Source: an optimization exercise on an open RTL-to-GDS flow (aim: small area, a short achievable clock period and few clock cycles). Production flows keep margins and buffers that such runs may drop. Only simulation tests tie the RTL to the original design; equivalence was not proved. Power and IR drop assume default switching activity.

**run.sh**
```bash
#!/bin/bash
# synth_recipe.tcl (not shown) runs the flow's synth.tcl, then flattens the netlist and writes it again
# the make line also repeats each setting of config.mk as NAME=value (left out here)
make -C /OpenROAD-flow-scripts/flow DESIGN_CONFIG=/design/flow/config.mk WORK_HOME=/design/flow/orfs CLKGATE_MAP_FILE= SYNTH_SCRIPT=/design/flow/synth_recipe.tcl finish
```
**config.mk**
```make
export PLATFORM = sky130hd
export DESIGN_NAME = feistel_engine
export DESIGN_NICKNAME = feistel_engine
export VERILOG_FILES = /design/flow/design.v
export SDC_FILE = /design/flow/constraint.sdc
export NUM_CORES = 4
export LEC_CHECK = 0
export CAP_MARGIN = 20
export CORE_MARGIN = 2
export CORE_UTILIZATION = 40
export SLEW_MARGIN = 20
```
**constraint.sdc**
```tcl
create_clock -name core_clock -period 5.5 [get_ports {clk}]
set_input_delay 1.1000 -clock core_clock [delete_from_list [all_inputs] [get_ports {clk}]]
set_output_delay 1.1000 -clock core_clock [all_outputs]
set_load 0.01 [all_outputs]
```
**design.v**
```verilog
module fe_perm #(
    parameter NIN  = 64,
    parameter NOUT = 64,
    parameter [NOUT*7-1:0] TBL = {NOUT*7{1'b0}}
) (
    input  wire [NIN-1:0]  din,
    output wire [NOUT-1:0] dout
);
    genvar i;
    generate
        for (i = 0; i < NOUT; i = i + 1) begin : g_bit
            localparam integer SRC = {25'd0, TBL[(NOUT-1-i)*7 +: 7]};
            assign dout[NOUT-1-i] = din[NIN-SRC];
        end
    endgenerate
endmodule
module fe_sbox #(
    parameter [255:0] TBL = 256'd0
) (
    input  wire [5:0] din,
    output wire [3:0] dout
);
    wire [1:0] row = {din[5], din[0]};
    wire [3:0] col = din[4:1];
    wire [5:0] idx = {row, col};
    assign dout = TBL[(63 - idx)*4 +: 4];
endmodule
module fe_subst (
    input  wire [47:0] din,
    output wire [31:0] dout
);
    localparam [255:0] SBOX0 = {4'd14, 4'd4, 4'd13, 4'd1, 4'd2, 4'd15, 4'd11, 4'd8, 4'd3, 4'd10, 4'd6, 4'd12, 4'd5, 4'd9,
        4'd0, 4'd7, 4'd0, 4'd15, 4'd7, 4'd4, 4'd14, 4'd2, 4'd13, 4'd1, 4'd10, 4'd6, 4'd12,
        4'd11, 4'd9, 4'd5, 4'd3, 4'd8, 4'd4, 4'd1, 4'd14, 4'd8, 4'd13, 4'd6, 4'd2, 4'd11,
        4'd15, 4'd12, 4'd9, 4'd7, 4'd3, 4'd10, 4'd5, 4'd0, 4'd15, 4'd12, 4'd8, 4'd2, 4'd4,
        4'd9, 4'd1, 4'd7, 4'd5, 4'd11, 4'd3, 4'd14, 4'd10, 4'd0, 4'd6, 4'd13};
    localparam [255:0] SBOX1 = {4'd15, 4'd1, 4'd8, 4'd14, 4'd6, 4'd11, 4'd3, 4'd4, 4'd9, 4'd7, 4'd2, 4'd13, 4'd12, 4'd0,
        4'd5, 4'd10, 4'd3, 4'd13, 4'd4, 4'd7, 4'd15, 4'd2, 4'd8, 4'd14, 4'd12, 4'd0, 4'd1,
        4'd10, 4'd6, 4'd9, 4'd11, 4'd5, 4'd0, 4'd14, 4'd7, 4'd11, 4'd10, 4'd4, 4'd13, 4'd1,
        4'd5, 4'd8, 4'd12, 4'd6, 4'd9, 4'd3, 4'd2, 4'd15, 4'd13, 4'd8, 4'd10, 4'd1, 4'd3,
        4'd15, 4'd4, 4'd2, 4'd11, 4'd6, 4'd7, 4'd12, 4'd0, 4'd5, 4'd14, 4'd9};
    localparam [255:0] SBOX2 = {4'd10, 4'd0, 4'd9, 4'd14, 4'd6, 4'd3, 4'd15, 4'd5, 4'd1, 4'd13, 4'd12, 4'd7, 4'd11, 4'd4,
        4'd2, 4'd8, 4'd13, 4'd7, 4'd0, 4'd9, 4'd3, 4'd4, 4'd6, 4'd10, 4'd2, 4'd8, 4'd5,
        4'd14, 4'd12, 4'd11, 4'd15, 4'd1, 4'd13, 4'd6, 4'd4, 4'd9, 4'd8, 4'd15, 4'd3, 4'd0,
        4'd11, 4'd1, 4'd2, 4'd12, 4'd5, 4'd10, 4'd14, 4'd7, 4'd1, 4'd10, 4'd13, 4'd0, 4'd6,
        4'd9, 4'd8, 4'd7, 4'd4, 4'd15, 4'd14, 4'd3, 4'd11, 4'd5, 4'd2, 4'd12};
    localparam [255:0] SBOX3 = {4'd7, 4'd13, 4'd14, 4'd3, 4'd0, 4'd6, 4'd9, 4'd10, 4'd1, 4'd2, 4'd8, 4'd5, 4'd11, 4'd12,
        4'd4, 4'd15, 4'd13, 4'd8, 4'd11, 4'd5, 4'd6, 4'd15, 4'd0, 4'd3, 4'd4, 4'd7, 4'd2,
        4'd12, 4'd1, 4'd10, 4'd14, 4'd9, 4'd10, 4'd6, 4'd9, 4'd0, 4'd12, 4'd11, 4'd7, 4'd13,
        4'd15, 4'd1, 4'd3, 4'd14, 4'd5, 4'd2, 4'd8, 4'd4, 4'd3, 4'd15, 4'd0, 4'd6, 4'd10,
        4'd1, 4'd13, 4'd8, 4'd9, 4'd4, 4'd5, 4'd11, 4'd12, 4'd7, 4'd2, 4'd14};
    localparam [255:0] SBOX4 = {4'd2, 4'd12, 4'd4, 4'd1, 4'd7, 4'd10, 4'd11, 4'd6, 4'd8, 4'd5, 4'd3, 4'd15, 4'd13, 4'd0,
        4'd14, 4'd9, 4'd14, 4'd11, 4'd2, 4'd12, 4'd4, 4'd7, 4'd13, 4'd1, 4'd5, 4'd0, 4'd15,
        4'd10, 4'd3, 4'd9, 4'd8, 4'd6, 4'd4, 4'd2, 4'd1, 4'd11, 4'd10, 4'd13, 4'd7, 4'd8,
        4'd15, 4'd9, 4'd12, 4'd5, 4'd6, 4'd3, 4'd0, 4'd14, 4'd11, 4'd8, 4'd12, 4'd7, 4'd1,
        4'd14, 4'd2, 4'd13, 4'd6, 4'd15, 4'd0, 4'd9, 4'd10, 4'd4, 4'd5, 4'd3};
    localparam [255:0] SBOX5 = {4'd12, 4'd1, 4'd10, 4'd15, 4'd9, 4'd2, 4'd6, 4'd8, 4'd0, 4'd13, 4'd3, 4'd4, 4'd14, 4'd7,
        4'd5, 4'd11, 4'd10, 4'd15, 4'd4, 4'd2, 4'd7, 4'd12, 4'd9, 4'd5, 4'd6, 4'd1, 4'd13,
        4'd14, 4'd0, 4'd11, 4'd3, 4'd8, 4'd9, 4'd14, 4'd15, 4'd5, 4'd2, 4'd8, 4'd12, 4'd3,
        4'd7, 4'd0, 4'd4, 4'd10, 4'd1, 4'd13, 4'd11, 4'd6, 4'd4, 4'd3, 4'd2, 4'd12, 4'd9,
        4'd5, 4'd15, 4'd10, 4'd11, 4'd14, 4'd1, 4'd7, 4'd6, 4'd0, 4'd8, 4'd13};
    localparam [255:0] SBOX6 = {4'd4, 4'd11, 4'd2, 4'd14, 4'd15, 4'd0, 4'd8, 4'd13, 4'd3, 4'd12, 4'd9, 4'd7, 4'd5, 4'd10,
        4'd6, 4'd1, 4'd13, 4'd0, 4'd11, 4'd7, 4'd4, 4'd9, 4'd1, 4'd10, 4'd14, 4'd3, 4'd5,
        4'd12, 4'd2, 4'd15, 4'd8, 4'd6, 4'd1, 4'd4, 4'd11, 4'd13, 4'd12, 4'd3, 4'd7, 4'd14,
        4'd10, 4'd15, 4'd6, 4'd8, 4'd0, 4'd5, 4'd9, 4'd2, 4'd6, 4'd11, 4'd13, 4'd8, 4'd1,
        4'd4, 4'd10, 4'd7, 4'd9, 4'd5, 4'd0, 4'd15, 4'd14, 4'd2, 4'd3, 4'd12};
    localparam [255:0] SBOX7 = {4'd13, 4'd2, 4'd8, 4'd4, 4'd6, 4'd15, 4'd11, 4'd1, 4'd10, 4'd9, 4'd3, 4'd14, 4'd5, 4'd0,
        4'd12, 4'd7, 4'd1, 4'd15, 4'd13, 4'd8, 4'd10, 4'd3, 4'd7, 4'd4, 4'd12, 4'd5, 4'd6,
        4'd11, 4'd0, 4'd14, 4'd9, 4'd2, 4'd7, 4'd11, 4'd4, 4'd1, 4'd9, 4'd12, 4'd14, 4'd2,
        4'd0, 4'd6, 4'd10, 4'd13, 4'd15, 4'd3, 4'd5, 4'd8, 4'd2, 4'd1, 4'd14, 4'd7, 4'd4,
        4'd10, 4'd8, 4'd13, 4'd15, 4'd12, 4'd9, 4'd0, 4'd3, 4'd5, 4'd6, 4'd11};
    fe_sbox #(.TBL(SBOX0)) u_s0 (.din(din[47:42]), .dout(dout[31:28]));
    fe_sbox #(.TBL(SBOX1)) u_s1 (.din(din[41:36]), .dout(dout[27:24]));
    fe_sbox #(.TBL(SBOX2)) u_s2 (.din(din[35:30]), .dout(dout[23:20]));
    fe_sbox #(.TBL(SBOX3)) u_s3 (.din(din[29:24]), .dout(dout[19:16]));
    fe_sbox #(.TBL(SBOX4)) u_s4 (.din(din[23:18]), .dout(dout[15:12]));
    fe_sbox #(.TBL(SBOX5)) u_s5 (.din(din[17:12]), .dout(dout[11:8]));
    fe_sbox #(.TBL(SBOX6)) u_s6 (.din(din[11:6]),  .dout(dout[7:4]));
    fe_sbox #(.TBL(SBOX7)) u_s7 (.din(din[5:0]),   .dout(dout[3:0]));
endmodule
module fe_round #(
    parameter [48*7-1:0] T_E = {48*7{1'b0}},
    parameter [32*7-1:0] T_P = {32*7{1'b0}}
) (
    input  wire [63:0] din,
    input  wire [47:0] subkey,
    output wire [63:0] dout
);
    wire [31:0] l = din[63:32];
    wire [31:0] r = din[31:0];
    wire [47:0] expanded;
    wire [31:0] substituted;
    wire [31:0] permuted;
    fe_perm #(.NIN(32), .NOUT(48), .TBL(T_E)) u_e (.din(r), .dout(expanded));
    fe_subst u_s (.din(expanded ^ subkey), .dout(substituted));
    fe_perm #(.NIN(32), .NOUT(32), .TBL(T_P)) u_p (.din(substituted), .dout(permuted));
    assign dout = {r, permuted ^ ~l};
endmodule
module feistel_engine (
    input  wire        clk,
    input  wire        rst,         
    input  wire        cmd_valid,
    input  wire [71:0] cmd,
    output wire        cmd_ready,
    output wire [63:0] blk,
    output wire [7:0]  status
);
    localparam [64*7-1:0] T_IP = {7'd58, 7'd50, 7'd42, 7'd34, 7'd26, 7'd18, 7'd10, 7'd2, 7'd60, 7'd52, 7'd44, 7'd36, 7'd28,
        7'd20, 7'd12, 7'd4, 7'd62, 7'd54, 7'd46, 7'd38, 7'd30, 7'd22, 7'd14, 7'd6, 7'd64,
        7'd56, 7'd48, 7'd40, 7'd32, 7'd24, 7'd16, 7'd8, 7'd57, 7'd49, 7'd41, 7'd33, 7'd25,
        7'd17, 7'd9, 7'd1, 7'd59, 7'd51, 7'd43, 7'd35, 7'd27, 7'd19, 7'd11, 7'd3, 7'd61,
        7'd53, 7'd45, 7'd37, 7'd29, 7'd21, 7'd13, 7'd5, 7'd63, 7'd55, 7'd47, 7'd39, 7'd31,
        7'd23, 7'd15, 7'd7};
    localparam [64*7-1:0] T_IPINV = {7'd40, 7'd8, 7'd48, 7'd16, 7'd56, 7'd24, 7'd64, 7'd32, 7'd39, 7'd7, 7'd47, 7'd15, 7'd55,
        7'd23, 7'd63, 7'd31, 7'd38, 7'd6, 7'd46, 7'd14, 7'd54, 7'd22, 7'd62, 7'd30, 7'd37,
        7'd5, 7'd45, 7'd13, 7'd53, 7'd21, 7'd61, 7'd29, 7'd36, 7'd4, 7'd44, 7'd12, 7'd52,
        7'd20, 7'd60, 7'd28, 7'd35, 7'd3, 7'd43, 7'd11, 7'd51, 7'd19, 7'd59, 7'd27, 7'd34,
        7'd2, 7'd42, 7'd10, 7'd50, 7'd18, 7'd58, 7'd26, 7'd33, 7'd1, 7'd41, 7'd9, 7'd49,
        7'd17, 7'd57, 7'd25};
    localparam [48*7-1:0] T_E = {7'd32, 7'd1, 7'd2, 7'd3, 7'd4, 7'd5, 7'd4, 7'd5, 7'd6, 7'd7, 7'd8, 7'd9, 7'd8, 7'd9, 7'd10,
        7'd11, 7'd12, 7'd13, 7'd12, 7'd13, 7'd14, 7'd15, 7'd16, 7'd17, 7'd16, 7'd17, 7'd18,
        7'd19, 7'd20, 7'd21, 7'd20, 7'd21, 7'd22, 7'd23, 7'd24, 7'd25, 7'd24, 7'd25, 7'd26,
        7'd27, 7'd28, 7'd29, 7'd28, 7'd29, 7'd30, 7'd31, 7'd32, 7'd1};
    localparam [32*7-1:0] T_P = {7'd16, 7'd7, 7'd20, 7'd21, 7'd29, 7'd12, 7'd28, 7'd17, 7'd1, 7'd15, 7'd23, 7'd26, 7'd5,
        7'd18, 7'd31, 7'd10, 7'd2, 7'd8, 7'd24, 7'd14, 7'd32, 7'd27, 7'd3, 7'd9, 7'd19,
        7'd13, 7'd30, 7'd6, 7'd22, 7'd11, 7'd4, 7'd25};
    localparam [56*7-1:0] T_PC1 = {7'd57, 7'd49, 7'd41, 7'd33, 7'd25, 7'd17, 7'd9, 7'd1, 7'd58, 7'd50, 7'd42, 7'd34, 7'd26,
        7'd18, 7'd10, 7'd2, 7'd59, 7'd51, 7'd43, 7'd35, 7'd27, 7'd19, 7'd11, 7'd3, 7'd60,
        7'd52, 7'd44, 7'd36, 7'd63, 7'd55, 7'd47, 7'd39, 7'd31, 7'd23, 7'd15, 7'd7, 7'd62,
        7'd54, 7'd46, 7'd38, 7'd30, 7'd22, 7'd14, 7'd6, 7'd61, 7'd53, 7'd45, 7'd37, 7'd29,
        7'd21, 7'd13, 7'd5, 7'd28, 7'd20, 7'd12, 7'd4};
    localparam [48*7-1:0] T_PC2 = {7'd14, 7'd17, 7'd11, 7'd24, 7'd1, 7'd5, 7'd3, 7'd28, 7'd15, 7'd6, 7'd21, 7'd10, 7'd23,
        7'd19, 7'd12, 7'd4, 7'd26, 7'd8, 7'd16, 7'd7, 7'd27, 7'd20, 7'd13, 7'd2, 7'd41,
        7'd52, 7'd31, 7'd37, 7'd47, 7'd55, 7'd30, 7'd40, 7'd51, 7'd45, 7'd33, 7'd48, 7'd44,
        7'd49, 7'd39, 7'd56, 7'd34, 7'd53, 7'd46, 7'd42, 7'd50, 7'd36, 7'd29, 7'd32};
    localparam [15:0] SHIFT2 = 16'b0111111011111100;
    localparam [1:0] ST_IDLE = 2'd0;
    localparam [1:0] ST_KS   = 2'd1;    
    localparam [1:0] ST_CIPH = 2'd2;    
    localparam [1:0] CAUSE_ILLEGAL = 2'd1;
    localparam [1:0] CAUSE_NOKEYS  = 2'd2;
    reg  [1:0]  state;
    reg  [3:0]  cnt;
    reg         dec;
    reg  [63:0] key_r;
    reg  [63:0] blk_r;
    reg  [47:0] sk [0:15];
    reg  [55:0] cd;           
    reg         kvalid;
    reg         fault;
    reg  [1:0]  cause;
    assign cmd_ready = (state == ST_IDLE);
    assign blk       = blk_r;
    assign status    = {3'b000, 1'b0, cause, fault, kvalid};
    wire [7:0] op       = cmd[71:64];
    wire [3:0] fam      = op[7:4];
    wire [3:0] sel      = op[3:0];
    wire       imm_zero = (cmd[63:0] == 64'd0);
    wire is_nop   = (op == 8'h00) && imm_zero;
    wire is_ldkey = (op == 8'h10);
    wire is_ldblk = (op == 8'h11);
    wire is_ksgen = (op == 8'h20) && imm_zero;
    wire is_getsk = (fam == 4'h3) && imm_zero;
    wire is_perm  = (fam == 4'h4) && (sel <= 4'd5) && imm_zero;
    wire is_subst = (op == 8'h50) && imm_zero;
    wire is_round = (fam == 4'h6) && imm_zero;
    wire is_swap  = (op == 8'h70) && imm_zero;
    wire is_enc   = (op == 8'h80) && imm_zero;
    wire is_dec   = (op == 8'h81) && imm_zero;
    wire legal = is_nop | is_ldkey | is_ldblk | is_ksgen | is_getsk | is_perm |
                 is_subst | is_round | is_swap | is_enc | is_dec;
    wire needs_keys = is_getsk | is_round | is_enc | is_dec;
    wire accept = cmd_valid && cmd_ready;
    wire [3:0]  sk_idx = (state == ST_CIPH) ? (dec ? ~cnt : cnt) : sel;
    wire [47:0] sk_sel = sk[sk_idx];
    wire [63:0] round_out;
    fe_round #(.T_E(T_E), .T_P(T_P)) u_round (
        .din(blk_r), .subkey(sk_sel), .dout(round_out));
    wire [63:0] ip_out, ipinv_out, final_out, pc1_blk;
    wire [47:0] e_out, pc2_blk, pc2_ks;
    wire [31:0] p_out, subst_out;
    wire [55:0] pc1_key;
    fe_perm #(.NIN(64), .NOUT(64), .TBL(T_IP))    u_ip    (.din(blk_r), .dout(ip_out));
    fe_perm #(.NIN(64), .NOUT(64), .TBL(T_IPINV)) u_ipinv (.din(blk_r), .dout(ipinv_out));
    fe_perm #(.NIN(32), .NOUT(48), .TBL(T_E))     u_e     (.din(blk_r[63:32]), .dout(e_out));
    fe_perm #(.NIN(32), .NOUT(32), .TBL(T_P))     u_p     (.din(blk_r[63:32]), .dout(p_out));
    fe_perm #(.NIN(64), .NOUT(56), .TBL(T_PC1))   u_pc1b  (.din(blk_r), .dout(pc1_blk[63:8]));
    fe_perm #(.NIN(56), .NOUT(48), .TBL(T_PC2))   u_pc2b  (.din(blk_r[63:8]), .dout(pc2_blk));
    fe_subst u_subst (.din(blk_r[63:16]), .dout(subst_out));
    assign pc1_blk[7:0] = 8'd0;
    fe_perm #(.NIN(64), .NOUT(64), .TBL(T_IPINV)) u_fin (
        .din({round_out[31:0], round_out[63:32]}), .dout(final_out));
    fe_perm #(.NIN(64), .NOUT(56), .TBL(T_PC1)) u_pc1k (.din(key_r), .dout(pc1_key));
    wire [27:0] c_half = cd[55:28];
    wire [27:0] d_half = cd[27:0];
    wire [55:0] cd_next = SHIFT2[cnt] ?
        {c_half[25:0], c_half[27:26], d_half[25:0], d_half[27:26]} :
        {c_half[26:0], c_half[27],    d_half[26:0], d_half[27]};
    fe_perm #(.NIN(56), .NOUT(48), .TBL(T_PC2)) u_pc2k (.din(cd_next), .dout(pc2_ks));
    reg [63:0] blk_cmd;
    always @(*) begin
        blk_cmd = blk_r;
        if (is_ldblk)
            blk_cmd = cmd[63:0];
        else if (is_getsk)
            blk_cmd = {sk_sel, 16'd0};
        else if (is_perm) begin
            case (sel[2:0])
                3'd0:    blk_cmd = ip_out;
                3'd1:    blk_cmd = ipinv_out;
                3'd2:    blk_cmd = {e_out, 16'd0};
                3'd3:    blk_cmd = {p_out, 32'd0};
                3'd4:    blk_cmd = pc1_blk;
                default: blk_cmd = {pc2_blk, 16'd0};
            endcase
        end else if (is_subst)
            blk_cmd = {subst_out, 32'd0};
        else if (is_round)
            blk_cmd = round_out;
        else if (is_swap)
            blk_cmd = {blk_r[31:0], blk_r[63:32]};
        else if (is_enc || is_dec)
            blk_cmd = ip_out;
    end
    integer i;
    always @(posedge clk) begin
        if (rst) begin
            state  <= ST_IDLE;
            cnt    <= 4'd0;
            dec    <= 1'b0;
            key_r  <= 64'd0;
            blk_r  <= 64'd0;
            cd     <= 56'd0;
            kvalid <= 1'b0;
            fault  <= 1'b0;
            cause  <= 2'd0;
            for (i = 0; i < 16; i = i + 1)
                sk[i] <= 48'd0;
        end else begin
            case (state)
                ST_IDLE: begin
                    if (accept && !fault) begin
                        if (!legal) begin
                            fault <= 1'b1;
                            cause <= CAUSE_ILLEGAL;
                        end else if (needs_keys && !kvalid) begin
                            fault <= 1'b1;
                            cause <= CAUSE_NOKEYS;
                        end else begin
                            blk_r <= blk_cmd;
                            if (is_ldkey) begin
                                key_r  <= cmd[63:0];
                                kvalid <= 1'b0;
                            end
                            if (is_ksgen) begin
                                cd    <= pc1_key;
                                cnt   <= 4'd0;
                                state <= ST_KS;
                            end
                            if (is_enc || is_dec) begin
                                dec   <= is_dec;
                                cnt   <= 4'd0;
                                state <= ST_CIPH;
                            end
                        end
                    end
                end
                ST_KS: begin
                    cd      <= cd_next;
                    sk[cnt] <= pc2_ks;
                    cnt     <= cnt + 4'd1;
                    if (cnt == 4'd15) begin
                        kvalid <= 1'b1;
                        state  <= ST_IDLE;
                    end
                end
                ST_CIPH: begin
                    cnt <= cnt + 4'd1;
                    if (cnt == 4'd15) begin
                        blk_r <= final_out;
                        state <= ST_IDLE;
                    end else begin
                        blk_r <= round_out;
                    end
                end
                default: state <= ST_IDLE;
            endcase
        end
    end
endmodule
```
==> summary.md, run 1 <==
| Metric | Value |
|---|---|
| Outcome | `finished clean` |
| Port bufs | `roughly 140` |
| Crit Path Class | `reg2reg` |
| IO Pins | `about 150` |
| Max VDD drop | `0.2262 mV` |
| Number of synthesized flops with an enable pin | `768` |
| Post-synthesis sequential area ratio | `0.4372` |
| CTS tree | `built` |
| Pleak | `between 0.02 and 0.025 µW` |
| Antenna violations before repair | `10` |
| Final setup margin | `0.1576 ns` |
| Final ANT Viol Nets | `0` |
| Clock latency (worst-skew pair) | `0.74 ns` |
| Critical path's slowest cell | `a2111oi_0` |
| Post-route setup TNS | `0 ns` |
| Total GRT Usage | `0.3489` |
| WL/cell | `31.62 µm` |
| Worst Setup End Kind | `register` |
| Via count | `roughly 58,000` |
| Highest clock rate | `approximately 190 MHz` |
| Commonest non-fill, non-tap cell in the layout | `nor2_1` |
| Die Span Y | `395.5 µm` |
| Startpoint Class | `register` |
| Post-DP HPWL | `184,300 µm` |
| Cell area after synthesis | `61,310 µm²` |
| Share of cells above drive strength 1 | `0.1701` |
| Hold Crit Class | `reg2reg` |
| Slew Limit Fails | `0` |
| Rows | `around 140` |
| Fin nets | `7,023` |
| CTS buffer count | `105` |
| Grt ovf | `0` |
| Die area | `156,400 µm²` |
| Core area | `152,100 µm²` |
| Async SR Flop Fraction | `0` |
| Worst relative slew slack | `0.2159` |
| First-pass GRT wire length | `between 300,000 and 400,000 µm` |
| Unrepaired setup endpoints after global routing | `yes` |
| Synth-to-Final Area Change | `17.27%` |
| Synth warnings | `1` |
| Post-route minimum period | `5.342 ns` |
| Filler cells | `14,360` |
| DR DRC count | `0` |
| Via/cell ratio | `6.436` |
| Placed cells | `8,742` |
| Root buffer cell | `clkbuf_16` |
| Slew @ Worst Pin | `between 1 and 1.5 ns` |
| Final Hold Vio Count | `0` |
| #FFs+latches synth | `between 900 and 1,000` |
| CTS sink count | `955` |
| Syn Area/Cell | `9.358 µm²` |
| Initial DRT Pass Iterations | `8` |
| CTS Buffer Depth | `3` |
| Crit path DAT | `~6 ns` |
| Vias in the first global route | `54,370` |
| Crit-path cells | `inv_1 > ha_4 > inv_8 > buf_16 > o21ai_4 > buf_12 > mux2i_1 > a2111oi_0 > buf_4 > mux2i_2 > buf_4 > xnor2_2 > buf_4 > nor3_1 > o21ai_1 > a31oi_1 > or4_1 > and3_1 > o21a_1 > a211o_1` |
| Routability Congestion | `about 1.0` |
| CTS clk-pin slew, worst paths | `approximately 0.06 ns` |
| Final instance area | `71,900 µm²` |
| Crit Path Max Fanout | `140` |
| H-tree Lvls | `3` |
| Total Routed Length | `282,700 µm` |
| Largest net degree at the start of global routing | `141` |
| Final Skew | `0.02966 ns` |
| Commonest cells after routing, fill and taps aside | `nor2_1, edfxtp_1, buf_4, nand2_1, a21oi_1` |
| Most numerous cell on the critical path | `buf_4` |
| First DRT Iteration DRCs | `7,548` |
| Non-Filler Instances | `8,940` |
| Initial Utilization | `0.4032` |
| Pwr/cell area | `260.1 nW/µm²` |
| Die X | `around 400 µm` |
| Syn Inst Count | `6,552` |
| Setup violators final | `0` |
| Placed cell area | `68,570 µm²` |
| Yosys cell types | `around 110` |
| Critical Path Max Stage Delay | `0.69 ns` |
| Placement Setup Slack | `-0.7251 ns` |
| Synth Flop Type | `edfxtp_1` |
| Final Cycle Share | `0.9713` |
| Crit path required time | `about 6.1 ns` |
| Max-cap violation count | `0` |
final timing paths:
kind | from | cells past startpoint | end | slack, ns
worst max-delay path | state[0]$_SDFFE_PP0P_ | 20 | blk_r[16]$_SDFFE_PP0P_ | 0.16
worst min register to register | key_r[46]$_SDFFE_PP0P_ | 2 | key_r[46]$_SDFFE_PP0P_ | 0.46
worst min-delay path | key_r[46]$_SDFFE_PP0P_ | 2 | key_r[46]$_SDFFE_PP0P_ | 0.46
worst max register to register | state[0]$_SDFFE_PP0P_ | 20 | blk_r[16]$_SDFFE_PP0P_ | 0.16
cell type report:
cell class              count  area, µm²  share of cell area
diodes                      7      17.52           0.0002436
clock buffers             141       2814             0.03914
clock inverters            49      411.6            0.005725
inverters                  98      375.4            0.005221
multi-input cells        4768      31210              0.4341
flip-flops and latches    955      26810              0.3729
well taps                2030       2540             0.03533
repair buffers            892       7721              0.1074
registers in the layout, summed over array words and instances (netlist names), named ones only:
register / cells
cause: 2
cd: 56
blk_r: 62
dec: 1
key_r: 56
fault: 1
cnt: 4
state: 2
sk: 768
kvalid: 1
per-layer routing:
layer / share of wire / track usage / vias to the layer above
met2: 0.44 / 0.5320 / 3660
li1: - / - / 24820
met3: 0.10 / 0.08313 / 970
met5: 0.000096 / 0 / -
met4: 0.079 / 0.2329 / 4
met1: 0.38 / 0.4394 / 28090
cells in the mapped netlist (all sizes together) (11+ instances only):
cell type / count / share of area
nor2: 1169 / 0.072
edfxtp: 768 / 0.38
nand2: 531 / 0.033
clkbuf: 430 / 0.026
a21oi: 403 / 0.033
o211ai: 379 / 0.046
mux2i: 342 / 0.056
buf: 304 / 0.029
o21ai: 258 / 0.021
a22oi: 191 / 0.023
dfxtp: 187 / 0.061
a211oi: 170 / 0.021
ha: 128 / 0.026
a221oi: 99 / 0.015
nor3: 95 / 0.0078
inv: 92 / 0.0056
mux2: 91 / 0.017
xnor2: 91 / 0.016
a2111oi: 78 / 0.012
nand3: 67 / 0.0055
o211a: 64 / 0.010
nand2b: 50 / 0.0051
xor2: 47 / 0.0083
o22ai: 45 / 0.0046
a31oi: 41 / 0.0043
mux4: 37 / 0.014
nor4: 34 / 0.0036
nor2b: 28 / 0.0029
o221ai: 26 / 0.0037
a311oi: 24 / 0.0038
and2: 23 / 0.0023
and3: 16 / 0.0016
o31ai: 15 / 0.0021
nand4: 14 / 0.0014
nor3b: 14 / 0.0017
o2111ai: 14 / 0.0020
o21a: 13 / 0.0016
a221o: 12 / 0.0020
a211o: 11 / 0.0016
or3: 11 / 0.0011
stage by stage:
stage	power (µW)	util	hold WS, ns
floorplan	10220	-	0.4363
global placement	11880	0.4509	0.4419
detailed placement	11880	0.4509	0.4505
CTS	18650	0.4721	0.4594
global route	19240	0.4726	0.4722
finish	18700	0.4728	0.4571
what timing repair did:
action                                  in CTS  in global routing
gates resized for setup                      2                 14
pin swaps                                    0                  1
endpoints found under the setup margin       3                 23
endpoints found under the hold margin        0                  0
gates cloned                                 0                  0
hold buffers                                 0                  0
setup buffers                                0                  1
worst max-delay path: cells and delay by family, from the launching register on:
kind	cells	cell delay (ns)
adder cells (fa/ha/maj)	1	0.23
multiplexers	2	0.27
flip-flops	1	0.40
AO/OA/AOI/OAI	6	1.60
XOR/XNOR	1	0.32
buffers and inverters	7	1.53
AND/OR/NAND/NOR	3	0.79
where the power goes:
group | internal [µW] | switching (µW) | leakage (µW)
combinational | 1550 | 2110 | 0.0145
clock | 3810 | 3070 | 0.00157
sequential | 8070 | 86.4 | 0.00880
logic make-up (layout without fill, tap and decap cells):
group / count (synthesis) / count (layout) / share of synthesized area
AOI/OAI and AO/OA: 1944 / 1944 / 0.2236
xor gates and xnor gates: 138 / 138 / 0.02394
adders and majority gates: 129 / 129 / 0.02628
buffers and inverters: 832 / 1180 / 0.06114
DFF: 955 / 955 / 0.4372
muxes: 470 / 470 / 0.08671
other: 1 / 11 / 0.00006116
and+or+nand+nor: 2083 / 2083 / 0.1411
Testbench counts, summed over its fixed seeds: cycles 28,224.
==> run 2, diff against run 1 <==
--- a/design.v
+++ b/design.v
@@ -22,6 +22,5 @@
 );
-    wire [1:0] row = {din[5], din[0]};
-    wire [3:0] col = din[4:1];
-    wire [5:0] idx = {row, col};
-    assign dout = TBL[(63 - idx)*4 +: 4];
+    wire [5:0] nidx = ~{din[5], din[0], din[4:1]};
+    wire [255:0] t = TBL;
+    assign dout = {t[{nidx, 2'd3}], t[{nidx, 2'd2}], t[{nidx, 2'd1}], t[{nidx, 2'd0}]};
 endmodule
@@ -86,3 +85,6 @@
     input  wire [47:0] subkey,
-    output wire [63:0] dout
+    input  wire        subst,
+    input  wire [47:0] sin,
+    output wire [63:0] dout,
+    output wire [31:0] sout
 );
@@ -91,7 +93,6 @@
     wire [47:0] expanded;
-    wire [31:0] substituted;
     wire [31:0] permuted;
-    fe_perm #(.NIN(32), .NOUT(48), .TBL(T_E)) u_e (.din(r), .dout(expanded));
-    fe_subst u_s (.din(expanded ^ subkey), .dout(substituted));
-    fe_perm #(.NIN(32), .NOUT(32), .TBL(T_P)) u_p (.din(substituted), .dout(permuted));
+    fe_perm #(.NIN(32), .NOUT(48), .TBL(T_E)) u_e (.din(r & {32{~subst}}), .dout(expanded));
+    fe_subst u_s (.din(expanded ^ (subst ? sin : subkey)), .dout(sout));
+    fe_perm #(.NIN(32), .NOUT(32), .TBL(T_P)) u_p (.din(sout), .dout(permuted));
     assign dout = {r, permuted ^ ~l};
@@ -136,14 +137,19 @@
     localparam [15:0] SHIFT2 = 16'b0111111011111100;
-    localparam [1:0] ST_IDLE = 2'd0;
-    localparam [1:0] ST_KS   = 2'd1;    
-    localparam [1:0] ST_CIPH = 2'd2;    
     localparam [1:0] CAUSE_ILLEGAL = 2'd1;
     localparam [1:0] CAUSE_NOKEYS  = 2'd2;
-    reg  [1:0]  state;
+    localparam [2:0] ST_IDLE = 3'd0;
+    localparam [2:0] ST_CIPH = 3'd1;    
+    localparam [2:0] ST_WALK = 3'd2;    
+    localparam [2:0] ST_IPN  = 3'd3;    
+    localparam [2:0] ST_ONE  = 3'd4;    
+    localparam [2:0] ST_IP1  = 3'd5;    
+    reg  [2:0]  state;
     reg  [3:0]  cnt;
+    reg  [3:0]  tgt;
     reg         dec;
-    reg  [63:0] key_r;
+    reg  [3:0]  kind;         
+    reg         is_rnd;       
+    reg         subst_mode;   
     reg  [63:0] blk_r;
-    reg  [47:0] sk [0:15];
-    reg  [55:0] cd;           
+    reg  [55:0] cd;
     reg         kvalid;
@@ -151,4 +157,6 @@
     reg  [1:0]  cause;
+    wire [63:0] blk_v;        
+    fe_perm #(.NIN(64), .NOUT(64), .TBL(T_IPINV)) u_out (.din(blk_r), .dout(blk_v));
     assign cmd_ready = (state == ST_IDLE);
-    assign blk       = blk_r;
+    assign blk       = blk_v;
     assign status    = {3'b000, 1'b0, cause, fault, kvalid};
@@ -172,55 +180,85 @@
     wire needs_keys = is_getsk | is_round | is_enc | is_dec;
-    wire accept = cmd_valid && cmd_ready;
-    wire [3:0]  sk_idx = (state == ST_CIPH) ? (dec ? ~cnt : cnt) : sel;
-    wire [47:0] sk_sel = sk[sk_idx];
+    wire take = cmd_valid && (state == ST_IDLE);
+    wire ok   = take && !fault;
+    wire run  = ok && legal && !(needs_keys && !kvalid);
+    function [55:0] rotl;
+        input [55:0] v;
+        input integer n;
+        integer b;
+        begin
+            for (b = 0; b < 28; b = b + 1) begin
+                rotl[28 + b] = v[28 + (b + 28 - n) % 28];
+                rotl[b]      = v[(b + 28 - n) % 28];
+            end
+        end
+    endfunction
+    wire [47:0] subkey;
+    fe_perm #(.NIN(56), .NOUT(48), .TBL(T_PC2)) u_pc2k (.din(cd), .dout(subkey));
+    wire [3:0]  nstep   = cnt + 4'd1;
+    wire        two_fwd = SHIFT2[nstep];
+    wire        two_bwd = SHIFT2[~cnt];
     wire [63:0] round_out;
+    wire [31:0] sbox_out;
     fe_round #(.T_E(T_E), .T_P(T_P)) u_round (
-        .din(blk_r), .subkey(sk_sel), .dout(round_out));
-    wire [63:0] ip_out, ipinv_out, final_out, pc1_blk;
-    wire [47:0] e_out, pc2_blk, pc2_ks;
-    wire [31:0] p_out, subst_out;
-    wire [55:0] pc1_key;
-    fe_perm #(.NIN(64), .NOUT(64), .TBL(T_IP))    u_ip    (.din(blk_r), .dout(ip_out));
-    fe_perm #(.NIN(64), .NOUT(64), .TBL(T_IPINV)) u_ipinv (.din(blk_r), .dout(ipinv_out));
-    fe_perm #(.NIN(32), .NOUT(48), .TBL(T_E))     u_e     (.din(blk_r[63:32]), .dout(e_out));
-    fe_perm #(.NIN(32), .NOUT(32), .TBL(T_P))     u_p     (.din(blk_r[63:32]), .dout(p_out));
-    fe_perm #(.NIN(64), .NOUT(56), .TBL(T_PC1))   u_pc1b  (.din(blk_r), .dout(pc1_blk[63:8]));
-    fe_perm #(.NIN(56), .NOUT(48), .TBL(T_PC2))   u_pc2b  (.din(blk_r[63:8]), .dout(pc2_blk));
-    fe_subst u_subst (.din(blk_r[63:16]), .dout(subst_out));
-    assign pc1_blk[7:0] = 8'd0;
-    fe_perm #(.NIN(64), .NOUT(64), .TBL(T_IPINV)) u_fin (
-        .din({round_out[31:0], round_out[63:32]}), .dout(final_out));
-    fe_perm #(.NIN(64), .NOUT(56), .TBL(T_PC1)) u_pc1k (.din(key_r), .dout(pc1_key));
-    wire [27:0] c_half = cd[55:28];
-    wire [27:0] d_half = cd[27:0];
-    wire [55:0] cd_next = SHIFT2[cnt] ?
-        {c_half[25:0], c_half[27:26], d_half[25:0], d_half[27:26]} :
-        {c_half[26:0], c_half[27],    d_half[26:0], d_half[27]};
-    fe_perm #(.NIN(56), .NOUT(48), .TBL(T_PC2)) u_pc2k (.din(cd_next), .dout(pc2_ks));
-    reg [63:0] blk_cmd;
-    always @(*) begin
-        blk_cmd = blk_r;
-        if (is_ldblk)
-            blk_cmd = cmd[63:0];
-        else if (is_getsk)
-            blk_cmd = {sk_sel, 16'd0};
-        else if (is_perm) begin
-            case (sel[2:0])
-                3'd0:    blk_cmd = ip_out;
-                3'd1:    blk_cmd = ipinv_out;
-                3'd2:    blk_cmd = {e_out, 16'd0};
-                3'd3:    blk_cmd = {p_out, 32'd0};
-                3'd4:    blk_cmd = pc1_blk;
-                default: blk_cmd = {pc2_blk, 16'd0};
-            endcase
-        end else if (is_subst)
-            blk_cmd = {subst_out, 32'd0};
-        else if (is_round)
-            blk_cmd = round_out;
-        else if (is_swap)
-            blk_cmd = {blk_r[31:0], blk_r[63:32]};
-        else if (is_enc || is_dec)
-            blk_cmd = ip_out;
+        .din(blk_r), .subkey(subkey), .subst(subst_mode), .sin(blk_v[63:16]),
+        .dout(round_out), .sout(sbox_out));
+    wire [63:0] ip_v, pc1_v;
+    wire [47:0] e_v, pc2_v;
+    wire [31:0] p_v;
+    fe_perm #(.NIN(64), .NOUT(64), .TBL(T_IP))  u_ip  (.din(blk_v), .dout(ip_v));
+    fe_perm #(.NIN(32), .NOUT(48), .TBL(T_E))   u_e   (.din(blk_v[63:32]), .dout(e_v));
+    fe_perm #(.NIN(32), .NOUT(32), .TBL(T_P))   u_p   (.din(blk_v[63:32]), .dout(p_v));
+    fe_perm #(.NIN(64), .NOUT(56), .TBL(T_PC1)) u_pc1 (.din(blk_v), .dout(pc1_v[63:8]));
+    fe_perm #(.NIN(56), .NOUT(48), .TBL(T_PC2)) u_pc2 (.din(blk_v[63:8]), .dout(pc2_v));
+    assign pc1_v[7:0] = 8'd0;
+    wire [63:0] ld_d, ip_d, e_d, p_d, pc1_d, pc2_d, sw_d, sub_d, key_d;
+    fe_perm #(.NIN(64), .NOUT(64), .TBL(T_IP)) u_ipl (.din(cmd[63:0]),                  .dout(ld_d));
+    fe_perm #(.NIN(64), .NOUT(64), .TBL(T_IP)) u_ipi (.din(ip_v),                       .dout(ip_d));
+    fe_perm #(.NIN(64), .NOUT(64), .TBL(T_IP)) u_ipe (.din({e_v, 16'd0}),               .dout(e_d));
+    fe_perm #(.NIN(64), .NOUT(64), .TBL(T_IP)) u_ipp (.din({p_v, 32'd0}),               .dout(p_d));
+    fe_perm #(.NIN(64), .NOUT(64), .TBL(T_IP)) u_ipc (.din(pc1_v),                      .dout(pc1_d));
+    fe_perm #(.NIN(64), .NOUT(64), .TBL(T_IP)) u_ipd (.din({pc2_v, 16'd0}),             .dout(pc2_d));
+    fe_perm #(.NIN(64), .NOUT(64), .TBL(T_IP)) u_ips (.din({blk_v[31:0], blk_v[63:32]}), .dout(sw_d));
+    fe_perm #(.NIN(64), .NOUT(64), .TBL(T_IP)) u_ipu (.din({sbox_out, 32'd0}),          .dout(sub_d));
+    fe_perm #(.NIN(64), .NOUT(64), .TBL(T_IP)) u_ipk (.din({subkey, 16'd0}),            .dout(key_d));
+    wire [55:0] pc1_imm;
+    fe_perm #(.NIN(64), .NOUT(56), .TBL(T_PC1)) u_pc1k (.din(cmd[63:0]), .dout(pc1_imm));
+    wire idle   = (state == ST_IDLE);
+    wire last   = (cnt == 4'd15);
+    wire at_tgt = (state == ST_WALK) && (cnt == tgt);
+    wire b_ld   = !rst && idle && ok && is_ldblk;
+    wire b_rnd  = !rst && ((idle && run && is_enc) || ((state == ST_CIPH) && !last) || (at_tgt && is_rnd));
+    wire b_fin  = !rst && (state == ST_CIPH) && last;
+    wire b_ip   = !rst && ((state == ST_IPN) || (state == ST_IP1));
+    wire one    = !rst && (state == ST_ONE);
+    wire b_e    = one && (kind == 4'h2);
+    wire b_p    = one && (kind == 4'h3);
+    wire b_pc1  = one && (kind == 4'h4);
+    wire b_pc2  = one && (kind == 4'h5);
+    wire b_sw   = one && (kind == 4'h6);
+    wire b_sub  = one && (kind == 4'h8);
+    wire b_key  = !rst && at_tgt && !is_rnd;
+    wire b_hold = !rst && !(b_ld || b_rnd || b_fin || b_ip || one || b_key);
+    wire [63:0] blk_d =
+        ({64{b_hold}} & blk_r) | ({64{b_ld}}  & ld_d)  | ({64{b_rnd}} & round_out) |
+        ({64{b_fin}}  & {round_out[31:0], round_out[63:32]}) |
+        ({64{b_ip}}   & ip_d)  | ({64{b_e}}   & e_d)   | ({64{b_p}}   & p_d)   |
+        ({64{b_pc1}}  & pc1_d) | ({64{b_pc2}} & pc2_d) | ({64{b_sw}}  & sw_d)  |
+        ({64{b_sub}}  & sub_d) | ({64{b_key}} & key_d);
+    wire fwd    = ((state == ST_CIPH) && !dec) || (state == ST_WALK);
+    wire bwd    = (state == ST_CIPH) && dec && !last;
+    wire c_ld   = !rst && idle && take && is_ldkey;
+    wire c_l1   = !rst && ((idle && take && op == 8'h80) || (fwd && !two_fwd));
+    wire c_l2   = !rst && fwd && two_fwd;
+    wire c_r1   = !rst && ((idle && take && op == 8'h81) || (bwd && !two_bwd));
+    wire c_r2   = !rst && bwd && two_bwd;
+    wire c_hold = !rst && !(c_ld || c_l1 || c_l2 || c_r1 || c_r2);
+    wire [55:0] cd_d =
+        ({56{c_hold}} & cd) | ({56{c_ld}} & rotl(pc1_imm, 1)) |
+        ({56{c_l1}} & rotl(cd, 1)) | ({56{c_l2}} & rotl(cd, 2)) |
+        ({56{c_r1}} & rotl(cd, 27)) | ({56{c_r2}} & rotl(cd, 26));
+    always @(posedge clk) begin
+        blk_r <= blk_d;
+        cd    <= cd_d;
     end
-    integer i;
     always @(posedge clk) begin
@@ -228,7 +266,2 @@
             state  <= ST_IDLE;
-            cnt    <= 4'd0;
-            dec    <= 1'b0;
-            key_r  <= 64'd0;
-            blk_r  <= 64'd0;
-            cd     <= 56'd0;
             kvalid <= 1'b0;
@@ -236,4 +269,2 @@
             cause  <= 2'd0;
-            for (i = 0; i < 16; i = i + 1)
-                sk[i] <= 48'd0;
         end else begin
@@ -241,3 +272,3 @@
                 ST_IDLE: begin
-                    if (accept && !fault) begin
+                    if (ok) begin
                         if (!legal) begin
@@ -248,39 +279,22 @@
                             cause <= CAUSE_NOKEYS;
-                        end else begin
-                            blk_r <= blk_cmd;
-                            if (is_ldkey) begin
-                                key_r  <= cmd[63:0];
-                                kvalid <= 1'b0;
-                            end
-                            if (is_ksgen) begin
-                                cd    <= pc1_key;
-                                cnt   <= 4'd0;
-                                state <= ST_KS;
-                            end
-                            if (is_enc || is_dec) begin
-                                dec   <= is_dec;
-                                cnt   <= 4'd0;
-                                state <= ST_CIPH;
-                            end
                         end
                     end
-                end
-                ST_KS: begin
-                    cd      <= cd_next;
-                    sk[cnt] <= pc2_ks;
-                    cnt     <= cnt + 4'd1;
-                    if (cnt == 4'd15) begin
-                        kvalid <= 1'b1;
-                        state  <= ST_IDLE;
-                    end
-                end
-                ST_CIPH: begin
-                    cnt <= cnt + 4'd1;
-                    if (cnt == 4'd15) begin
-                        blk_r <= final_out;
-                        state <= ST_IDLE;
-                    end else begin
-                        blk_r <= round_out;
+                    if (run) begin
+                        if (is_ldkey)
+                            kvalid <= 1'b0;
+                        if (is_ksgen)
+                            kvalid <= 1'b1;
+                        if (is_enc || is_dec)
+                            state <= ST_CIPH;
+                        if (is_getsk)
+                            state <= ST_WALK;
+                        if (is_round || (is_perm && sel[2:1] == 2'd0))
+                            state <= ST_IPN;
+                        if ((is_perm && sel[2:1] != 2'd0) || is_subst || is_swap)
+                            state <= ST_ONE;
                     end
                 end
+                ST_CIPH: if (last) state <= ST_IDLE;
+                ST_WALK: if (last) state <= is_rnd ? ST_IP1 : ST_IDLE;
+                ST_IPN:  if (cnt == 4'd0) state <= is_rnd ? ST_WALK : ST_IDLE;
                 default: state <= ST_IDLE;
@@ -289,2 +303,21 @@
     end
+    always @(posedge clk) begin
+        subst_mode <= !rst && (state == ST_IDLE) && run && is_subst;
+        case (state)
+            ST_IDLE: begin
+                cnt    <= (fam == 4'h6 || (fam == 4'h4 && sel[0])) ? 4'd4 :
+                          (fam == 4'h8 && !sel[0]) ? 4'd1 : 4'd0;
+                dec    <= op[0];
+                tgt    <= sel;
+                is_rnd <= (fam == 4'h6);
+                kind   <= (fam == 4'h4) ? sel : (fam == 4'h5) ? 4'h8 : 4'h6;
+            end
+            ST_IPN: begin
+                cnt    <= (cnt == 4'd0) ? 4'd0 : cnt - 4'd1;
+            end
+            default: begin
+                cnt    <= cnt + 4'd1;
+            end
+        endcase
+    end
 endmodule
--- a/config.mk
+++ b/config.mk
@@ -7,2 +7,3 @@
 export LEC_CHECK = 0
+export ABC_AREA = 1
 export CAP_MARGIN = 20
==> run 2 against run 1 <==
Effect of this change: synthesized area decreased by 72%; still clean; design area down 73%; final cell count shrank 60%; die area down 72%.
==> summary.md, run 2 <==
| Metric | Value |
|---|---|
| Outcome | `finished clean` |
| IO Pins | `148` |
| Reg area | `2913 µm²` |
| Post-route setup TNS | `0 ns` |
| Setup violators final | `0` |
| Initial Utilization | `0.4043` |
| Worst relative slew slack | `0.3450` |
| Count leader, synth | `nand2_1` |
| CTS buffer count | `17` |
| Crit-path cells | `clkdlybuf4s50_1 > nor2_1 > nand2_1 > nor2_1 > nand2_1 > nor2_1 > nand2_1 > inv_2 > o21ai_0 > nand2_1 > nand4_1 > nand2_2 > buf_4 > nand4_1 > nand3_1` |
| Unrepaired setup endpoints after global routing | `no` |
| Slew @ Worst Pin | `0.9759 ns` |
| Post-synth top cells | `nand2_1, nand3_1, inv_1` |
| Async SR Flop Fraction | `0` |
| Grt ovf | `0` |
| Filler cells | `4,589` |
| Top flop regs | `blk_r x64, cd x56` |
| Total GRT Usage | `0.4267` |
| Worst Setup End Kind | `register` |
| Largest cells by area after synthesis | `nand2_1, nand3_1, dfxtp_1` |
| Final Cycle Share | `0.7501` |
| Final setup margin | `roughly 1.4 ns` |
| Post-Route Utilization | `0.4582` |
| Synth Flop Type | `dfxtp_1` |
| Routability Congestion | `1.109` |
| Post-route minimum period | `4.126 ns` |
| Startpoint Class | `input pin` |
| Hold Crit Class | `reg2reg` |
| Gr busiest metal | `met2` |
| Slew Limit Fails | `0` |
| Area taken by multi-input logic gates | `11,760 µm²` |
| DR DRC count | `0` |
| Most numerous cell on the critical path | `nand2_1` |
| Cts hold-fix bufs | `0` |
| WL/cell | `about 27 µm` |
| Pleak | `0.008176 µW` |
| CTS Buffer Depth | `2` |
| Largest register FFs | `64` |
| Synth-to-Final Area Change | `13.33%` |
| Port bufs | `between 100 and 150` |
| Largest area contributor in the netlist | `nand2_1` |
| Yosys cell types | `52` |
| Postcts setup bufs | `0` |
| Final Skew | `0.01615 ns` |
| First-pass GRT wire length | `138,800 µm` |
| Post-synthesis compound-gate area fraction | `0.1715` |
| GR Util met3 | `0.1327` |
| Post-Synth Adder-Cell Area | `0.03475` |
| Final ANT Viol Nets | `0` |
| Crit path DAT | `4.53 ns` |
| Critical Path Max Stage Delay | `0.60 ns` |
| Critical Path End | `blk_r[20]$_DFF_P_` |
| First DRT Iteration DRCs | `around 3,700` |
| Crit path required time | `5.90 ns` |
| Syn Area/Cell | `5.624 µm²` |
| H-tree Lvls | `4` |
| Placement Setup Slack | `approximately 1.1 ns` |
| Fin nets | `3,178` |
| Vias in the first global route | `a little over 20,000` |
| Ant. Diodes | `0` |
| Cell area after synthesis | `~17,000 µm²` |
| PostCTS Resize Cnt | `0` |
| GR met2 Demand/Resource | `0.6022` |
| Share of cells above drive strength 1 | `0.05767` |
| Via count | `around 23,000` |
| Met1 Use GR | `0.5727` |
| Clock latency (worst-skew pair) | `approximately 0.48 ns` |
| CTS sink count | `141` |
| Launch point of the worst reg-to-reg path | `blk_r[28]$_DFF_P_` |
| Antenna violations before repair | `4` |
| Post-DP HPWL | `72,510 µm` |
| Critical path's slowest cell | `buf_4` |
| Reg2reg path depth | `18` |
| Most flops, register | `blk_r` |
| Commonest non-fill, non-tap cell in the layout | `nand2_1` |
| Total Routed Length | `around 97,000 µm` |
| Synth warnings | `1` |
| Number of synthesized flops with an enable pin | `9` |
| Die Span Y | `between 200 and 250 µm` |
| CTS tree | `built` |
| Commonest cells after routing, fill and taps aside | `nand2_1, nand3_1, inv_1, nor2_1, o22ai_1` |
| Die X | `around 210 µm` |
| Synth Area in XOR/XNOR | `0.004067` |
| Top cell type's share of synthesized area | `0.1939` |
| Largest net degree at the start of global routing | `96` |
| Final Hold Vio Count | `0` |
| Main combinational cell family by area after synthesis | `simple AND/OR/NAND/NOR gates` |
| Pwr/cell area | `139.5 nW/µm²` |
| Core area | `41,850 µm²` |
| Worst Setup SP | `cmd[35]` |
| Initial DRT Pass Iterations | `7` |
| Power Total | `2675 µW` |
| Reg2reg setup slack | `1.86 ns` |
| Die area | `43,960 µm²` |
| CTS clk-pin slew, worst paths | `0.06 ns` |
| Max-cap violation count | `0` |
| #FFs+latches synth | `141` |
| Syn Inst Count | `3,009` |
| Post-synthesis sequential area ratio | `0.1721` |
| Via/cell ratio | `between 6 and 7` |
| Multiplexer area fraction after synthesis | `0` |
| Root buffer cell | `clkbuf_16` |
| Crit Path Max Fanout | `64` |
| R2R Path End | `blk_r[33]$_DFF_P_` |
| Hold slack final | `0.4799 ns` |
| Crit Path Class | `in2reg` |
| Simple-gate area share of the yosys netlist | `0.4824` |
| Rows | `75` |
| Highest clock rate | `242.4 MHz` |
| Max VDD drop | `0.2400 mV` |
-- run 2: cell count changes in the layout (fill, tap and decap cells not counted), sizes merged, moves of 331 or more --
cell / previous run / this run
nor2: 1169 / 187
edfxtp: 768 / 9
a21oi: 403 / 72
nand3: 67 / 663
nand2: 531 / 899
buf: 753 / 48
mux2i: 342 / 0
-- run 2: worst max-delay path: cells and delay by family --
family / cells / cell delay (ns)
AOI/OAI and AO/OA: 1 / 0.10
buffers and inverters: 3 / 1.19
and+or+nand+nor: 11 / 2.03
-- run 2: cell families (layout without fill, tap and decap cells) --
family / Yosys count / after routing
adder cells (fa/ha/maj): 47 / 47
other: 1 / 4
AND/OR/NAND/NOR: 1846 / 1846
XOR/XNOR: 7 / 7
flip-flops: 141 / 141
AO/OA/AOI/OAI: 441 / 441
buffers and inverters: 526 / 583
-- run 2: cell type report --
| cell class | instances | share of cell area |
|---|---|---|
| sequential | 141 | 0.1519 |
| multi-input combinational | 2345 | 0.6130 |
| clock inverter | 10 | 0.01090 |
| timing repair buffer | 191 | 0.09343 |
| tap | 539 | 0.03517 |
| inverter | 360 | 0.07086 |
| clock buffer | 22 | 0.02473 |
-- run 2: layer usage --
layer	wire [µm]	up-vias
met2	38440	1782
met4	6054	8
met3	13700	356
li1	-	10300
met5	55	-
met1	38290	10800
-- run 2: worst min-delay path by stage --
stage                   start             end  slack (ns)  cells after the start
6_report       cd[47]$_DFF_P_  cd[47]$_DFF_P_        0.48                      2
5_1_grt        cd[21]$_DFF_P_  cd[21]$_DFF_P_        0.52                      2
4_1_cts        cd[47]$_DFF_P_  cd[47]$_DFF_P_        0.48                      2
3_5_place_dp   cd[47]$_DFF_P_  cd[47]$_DFF_P_        0.46                      2
3_3_place_gp   cd[47]$_DFF_P_  cd[47]$_DFF_P_        0.46                      2
2_1_floorplan  cd[47]$_DFF_P_  cd[47]$_DFF_P_        0.45                      2
-- run 2: per-stage QoR --
stage	instance area [µm²]	std cells
after floorplan	16930	3012
after global placement	18490	3576
after detailed placement	18490	3576
after CTS	19180	3608
after global routing	19180	3608
final	19180	3608
-- run 2: power breakdown --
group	internal (µW)	switching [µW]
clock	888	537
combinational	75.1	132
sequential	1040	6.95
Testbench counts of run 2, summed over its fixed seeds: cycles 26,762.
==> run 3, diff against run 2 <==
--- a/design.v
+++ b/design.v
@@ -145,2 +145,4 @@
     localparam [2:0] ST_IP1  = 3'd5;    
+    localparam [2:0] ST_RB1  = 3'd6;    
+    localparam [2:0] ST_RB2  = 3'd7;    
     reg  [2:0]  state;
@@ -183,2 +185,3 @@
     wire run  = ok && legal && !(needs_keys && !kvalid);
+    wire spec_enc = take && !fault && kvalid && (op == 8'h80);
     function [55:0] rotl;
@@ -229,4 +232,5 @@
     wire b_ld   = !rst && idle && ok && is_ldblk;
-    wire b_rnd  = !rst && ((idle && run && is_enc) || ((state == ST_CIPH) && !last) || (at_tgt && is_rnd));
-    wire b_fin  = !rst && (state == ST_CIPH) && last;
+    wire b_rnd  = !rst && (spec_enc || ((state == ST_CIPH) && !last) || (at_tgt && is_rnd));
+    wire b_fin  = !rst && (((state == ST_CIPH) && last) || (state == ST_RB2));
+    wire b_swp  = !rst && (state == ST_RB1);
     wire b_ip   = !rst && ((state == ST_IPN) || (state == ST_IP1));
@@ -240,3 +244,3 @@
     wire b_key  = !rst && at_tgt && !is_rnd;
-    wire b_hold = !rst && !(b_ld || b_rnd || b_fin || b_ip || one || b_key);
+    wire b_hold = !rst && !(b_ld || b_rnd || b_fin || b_swp || b_ip || one || b_key);
     wire [63:0] blk_d =
@@ -244,2 +248,3 @@
         ({64{b_fin}}  & {round_out[31:0], round_out[63:32]}) |
+        ({64{b_swp}}  & {blk_r[31:0], blk_r[63:32]}) |
         ({64{b_ip}}   & ip_d)  | ({64{b_e}}   & e_d)   | ({64{b_p}}   & p_d)   |
@@ -252,3 +257,3 @@
     wire c_l2   = !rst && fwd && two_fwd;
-    wire c_r1   = !rst && ((idle && take && op == 8'h81) || (bwd && !two_bwd));
+    wire c_r1   = !rst && ((idle && take && op == 8'h81) || (bwd && !two_bwd) || (state == ST_RB1));
     wire c_r2   = !rst && bwd && two_bwd;
@@ -281,2 +286,4 @@
                     end
+                    if (spec_enc && !imm_zero)
+                        state <= ST_RB1;
                     if (run) begin
@@ -299,2 +306,3 @@
                 ST_IPN:  if (cnt == 4'd0) state <= is_rnd ? ST_WALK : ST_IDLE;
+                ST_RB1:  state <= ST_RB2;
                 default: state <= ST_IDLE;
--- a/config.mk
+++ b/config.mk
@@ -11,2 +11,3 @@
 export CORE_UTILIZATION = 40
+export SETUP_SLACK_MARGIN = 2.5
 export SLEW_MARGIN = 20
==> run 3 against run 2 <==
Effect of this change: first-iteration DRC count is 0.38% lower; final cell count is 5.9% lower; global-route usage is 5.1 points higher; routed wire length is 7.0% higher; register-to-register slack better by 0.63 ns; hold slack better by 0.019 ns; flip-flop and latch count stayed put; utilization is 5.1 points higher; synthesized cell count is 9.6% lower; critical path depth is 4 lower; critical path type is now reg2reg; critical endpoint is now blk_r[7]$_DFF_P_.
==> summary.md, run 3 <==
| Metric | Value |
|---|---|
| Critical path's slowest cell | `dfxtp_2` |
| Setup violators final | `0` |
| Most numerous cell on the critical path | `nand3_1` |
| IO Pins | `148` |
| Final instance area | `19,750 µm²` |
| Count leader, synth | `nand2_1` |
| Crit path required time | `5.82 ns` |
| Filler cells | `about 4,000` |
| Post-synthesis sequential area ratio | `0.1841` |
| Max VDD drop | `~0.23 mV` |
| Slew Limit Fails | `0` |
| Top cell type's share of synthesized area | `0.1706` |
| Clock latency (worst-skew pair) | `between 0.4 and 0.5 ns` |
| Port bufs | `143` |
| Crit path DAT | `3.34 ns` |
| Post-Route Utilization | `0.5088` |
| Reg2reg path depth | `11` |
| Synth-to-Final Area Change | `24.84%` |
| Root buffer cell | `clkbuf_16` |
| Commonest cells after routing, fill and taps aside | `nand2_1, inv_1, nand3_1, a21oi_1, nor2_1` |
| Reg area | `2952 µm²` |
| CTS tree | `built` |
| Cts hold-fix bufs | `0` |
| Async SR Flop Fraction | `0` |
| Hold Path End | `cd[19]$_DFF_P_` |
| Die X | `202.9 µm` |
| Initial Utilization | `0.4075` |
| Fin nets | `~3,000` |
| Placed cell area | `17,590 µm²` |
| Crit-path cells | `inv_1 > nand2_1 > nand3_1 > o21ai_2 > inv_2 > a21oi_1 > a21oi_1 > o21ai_1 > nand3_1 > nand3_1 > o211ai_1` |
| Syn Area/Cell | `around 5.8 µm²` |
| CTS buffer count | `17` |
| Total Routed Length | `103,300 µm` |
| Unrepaired setup endpoints after global routing | `yes` |
| Final Hold Vio Count | `0` |
| Via/cell ratio | `between 6 and 7` |
| WHS Path Cells | `2` |
| Die Span Y | `202.9 µm` |
| Core area | `38,830 µm²` |
| CTS clk-pin slew, worst paths | `0.07 ns` |
| Buf/Inv on CP | `2` |
| Rows | `72` |
| Post-DP HPWL | `between 70,000 and 80,000 µm` |
| Slew @ Worst Pin | `between 1 and 1.5 ns` |
| Final ANT Viol Nets | `0` |
| Number of synthesized flops with an enable pin | `9` |
| Synth Flop Type | `dfxtp_1` |
| Commonest non-fill, non-tap cell in the layout | `nand2_1` |
| Launch point of the worst reg-to-reg path | `blk_r[11]$_DFF_P_` |
| First-pass GRT wire length | `142,500 µm` |
| Vias in the first global route | `20,540` |
| Reg2reg setup slack | `2.49 ns` |
| Die area | `approximately 41,000 µm²` |
| Worst relative slew slack | `0.3123` |
| Most flops, register | `blk_r` |
| CTS sink count | `141` |
| Crit path depth | `11` |
| Pleak | `0.007898 µW` |
| Startpoint Class | `register` |
| Yosys cell types | `59` |
| Via count | `23,000` |
| Post-synth top cells | `nand2_1, inv_1, nand3_1` |
| CP delay by family, top | `compound AO/OA/AOI/OAI gates` |
| Grt ovf | `0` |
| Worst Setup End Kind | `register` |
| Crit Path Class | `reg2reg` |
| DR DRC count | `0` |
| Outcome | `finished clean` |
| First DRT Iteration DRCs | `between 3,000 and 4,000` |
| Antenna violations before repair | `7` |
| Top flop regs | `blk_r x64, cd x56` |
| Critical Path Max Stage Delay | `between 0.5 and 0.6 ns` |
| Hold Crit Class | `reg2reg` |
| Max-cap violation count | `0` |
| Synth warnings | `1` |
| Largest area contributor in the netlist | `nand2_1` |
| Syn Inst Count | `2,719` |
| Final Cycle Share | `0.5481` |
| Routability Congestion | `roughly 1.1` |
| R2R Path End | `blk_r[7]$_DFF_P_` |
| CTS Buffer Depth | `2` |
| H-tree Lvls | `4` |
| Largest cells by area after synthesis | `nand2_1, dfxtp_1, nand3_1` |
| Total GRT Usage | `0.4774` |
| Pwr/cell area | `143.4 nW/µm²` |
| Crit Path Max Fanout | `10` |
| Final Skew | `0.02173 ns` |
| Post-route minimum period | `between 3 and 4 ns` |
| Highest clock rate | `331.7 MHz` |
| Area taken by multi-input logic gates | `11,670 µm²` |
| WL/cell | `30.41 µm` |
| Hold Crit Start | `cd[19]$_DFF_P_` |
| Initial DRT Pass Iterations | `9` |
| #FFs+latches synth | `141` |
| Largest register FFs | `64` |
| Cell area after synthesis | `between 15,000 and 20,000 µm²` |
| Post-route setup TNS | `0 ns` |
| Share of cells above drive strength 1 | `0.1328` |
| Largest net degree at the start of global routing | `57` |
-- run 3: cell count changes after synthesis, sizes merged, moves of 23 or more --
cell,change
nand3,-425
nand2,-175
o21ai,+157
a21oi,+156
inv,-65
nand4,+47
buf,-40
o22ai,-35
clkbuf,+23
-- run 3: worst reg2reg max path: stages (launching register included) --
cell	delay, ns
dfxtp_2	0.56
inv_1	0.44
nand2_1	0.16
nand3_1	0.29
o21ai_2	0.31
inv_2	0.17
a21oi_1	0.15
a21oi_1	0.11
o21ai_1	0.22
nand3_1	0.14
nand3_1	0.17
o211ai_1	0.15
-- run 3: logic make-up after synthesis --
group / synth area share
DFF: 0.1841
adders and majority gates: 0.03795
other: 0.0002370
buffers and inverters: 0.1148
AOI/OAI and AO/OA: 0.2905
xor gates and xnor gates: 0.02593
and+or+nand+nor: 0.3465
-- run 3: where the power goes --
part           switching, µW  total, µW  internal, µW
clock network            553       1170           619
registers               33.8       1090          1050
logic                    389        572           183
-- run 3: worst max-delay path by stage --
stage          slack [ns]          startpoint                end
3_3_place_gp         1.11             cmd[68]  blk_r[35]$_DFF_P_
5_1_grt              2.38  subst_mode$_DFF_P_  blk_r[15]$_DFF_P_
6_report             2.49   blk_r[11]$_DFF_P_   blk_r[7]$_DFF_P_
2_1_floorplan        2.72             cmd[68]  blk_r[63]$_DFF_P_
3_5_place_dp         1.10             cmd[68]  blk_r[11]$_DFF_P_
4_1_cts              2.49                 rst  blk_r[18]$_DFF_P_
-- run 3: metal layers --
layer	vias to the layer above	part of all wire	global-route usage
met5	-	0.00045	0
met4	4	0.083	0.3313
met3	515	0.15	0.1978
met2	2046	0.39	0.6595
met1	10700	0.37	0.5969
li1	9736	-	-
-- run 3: what timing repair did --
action | CTS | global route
cloned | 5 | 3
buffers inserted | 26 | 47
pin swaps | 5 | 23
hold endpoints to repair | 0 | 0
gates resized for setup | 125 | 143
setup endpoints to repair | 130 | 128
-- run 3: cell type report --
cell class              instances  share of cell area
flip-flops and latches        141              0.1494
well taps                     518             0.03281
multi-input cells            2137              0.5909
diodes                          2           0.0002534
repair buffers                270              0.1375
inverters                     295             0.06081
clock buffers                  18             0.02173
clock inverters                14            0.006144
repair inverters                1           0.0004434
-- run 3: through the flow --
step           instances  power, µW  hold WS, ns  setup WS, ns
2_1_floorplan       2722       1375       0.4516         2.721
3_3_place_gp        3281       1592       0.4685         1.105
3_5_place_dp        3281       1597       0.4798         1.102
4_1_cts             3344       2750       0.4949         2.491
5_1_grt             3394       2880       0.5258         2.385
6_report            3396       2832       0.4985         2.485
Testbench counts of run 3, summed over its fixed seeds: cycles 26,762.

separate check: timing with driven ports:
How much do the figures lean on ideal ports? The routed layouts below were timed once more, with nothing changed but the port constraints.
Step 1 (the two cells are an assumption about what drives the block):
set clk [get_ports {clk}]
set_driving_cell -lib_cell sky130_fd_sc_hd__clkbuf_16 $clk
set_driving_cell -lib_cell sky130_fd_sc_hd__buf_2 [delete_from_list [all_inputs] $clk]
Step 2 times the ports against the registers' clock, not the clock port: input delays grow and output delays shrink by t, the midpoint of the rising clock arrivals with the driver on.
a / b / c = no drivers / after step 1 / after step 2; a / b = the first two.
run | shift t [ns] | slack for setup (ns) | worst hold slack (ns) | worst setup path at the end | slew at the worst register clock pin (ns)
run 1 | 0.798 | 0.158 / 0.158 / -0.435 | 0.457 / 0.457 / 0.457 | input to register | 0.08 / 0.08
run 2 | 0.524 | 1.374 / 1.408 / 0.884 | 0.480 / 0.480 / 0.480 | input to register | 0.08 / 0.08
run 3 | 0.536 | 2.485 / 2.454 / 1.999 | 0.498 / 0.498 / 0.498 | input to register | 0.08 / 0.08
Met with ideal ports but missed after step 2: setup timing in run 1. For run 1, which loses most, drivers alone change the setup slack by 0.000 ns; drivers and shift together by -0.593 ns.
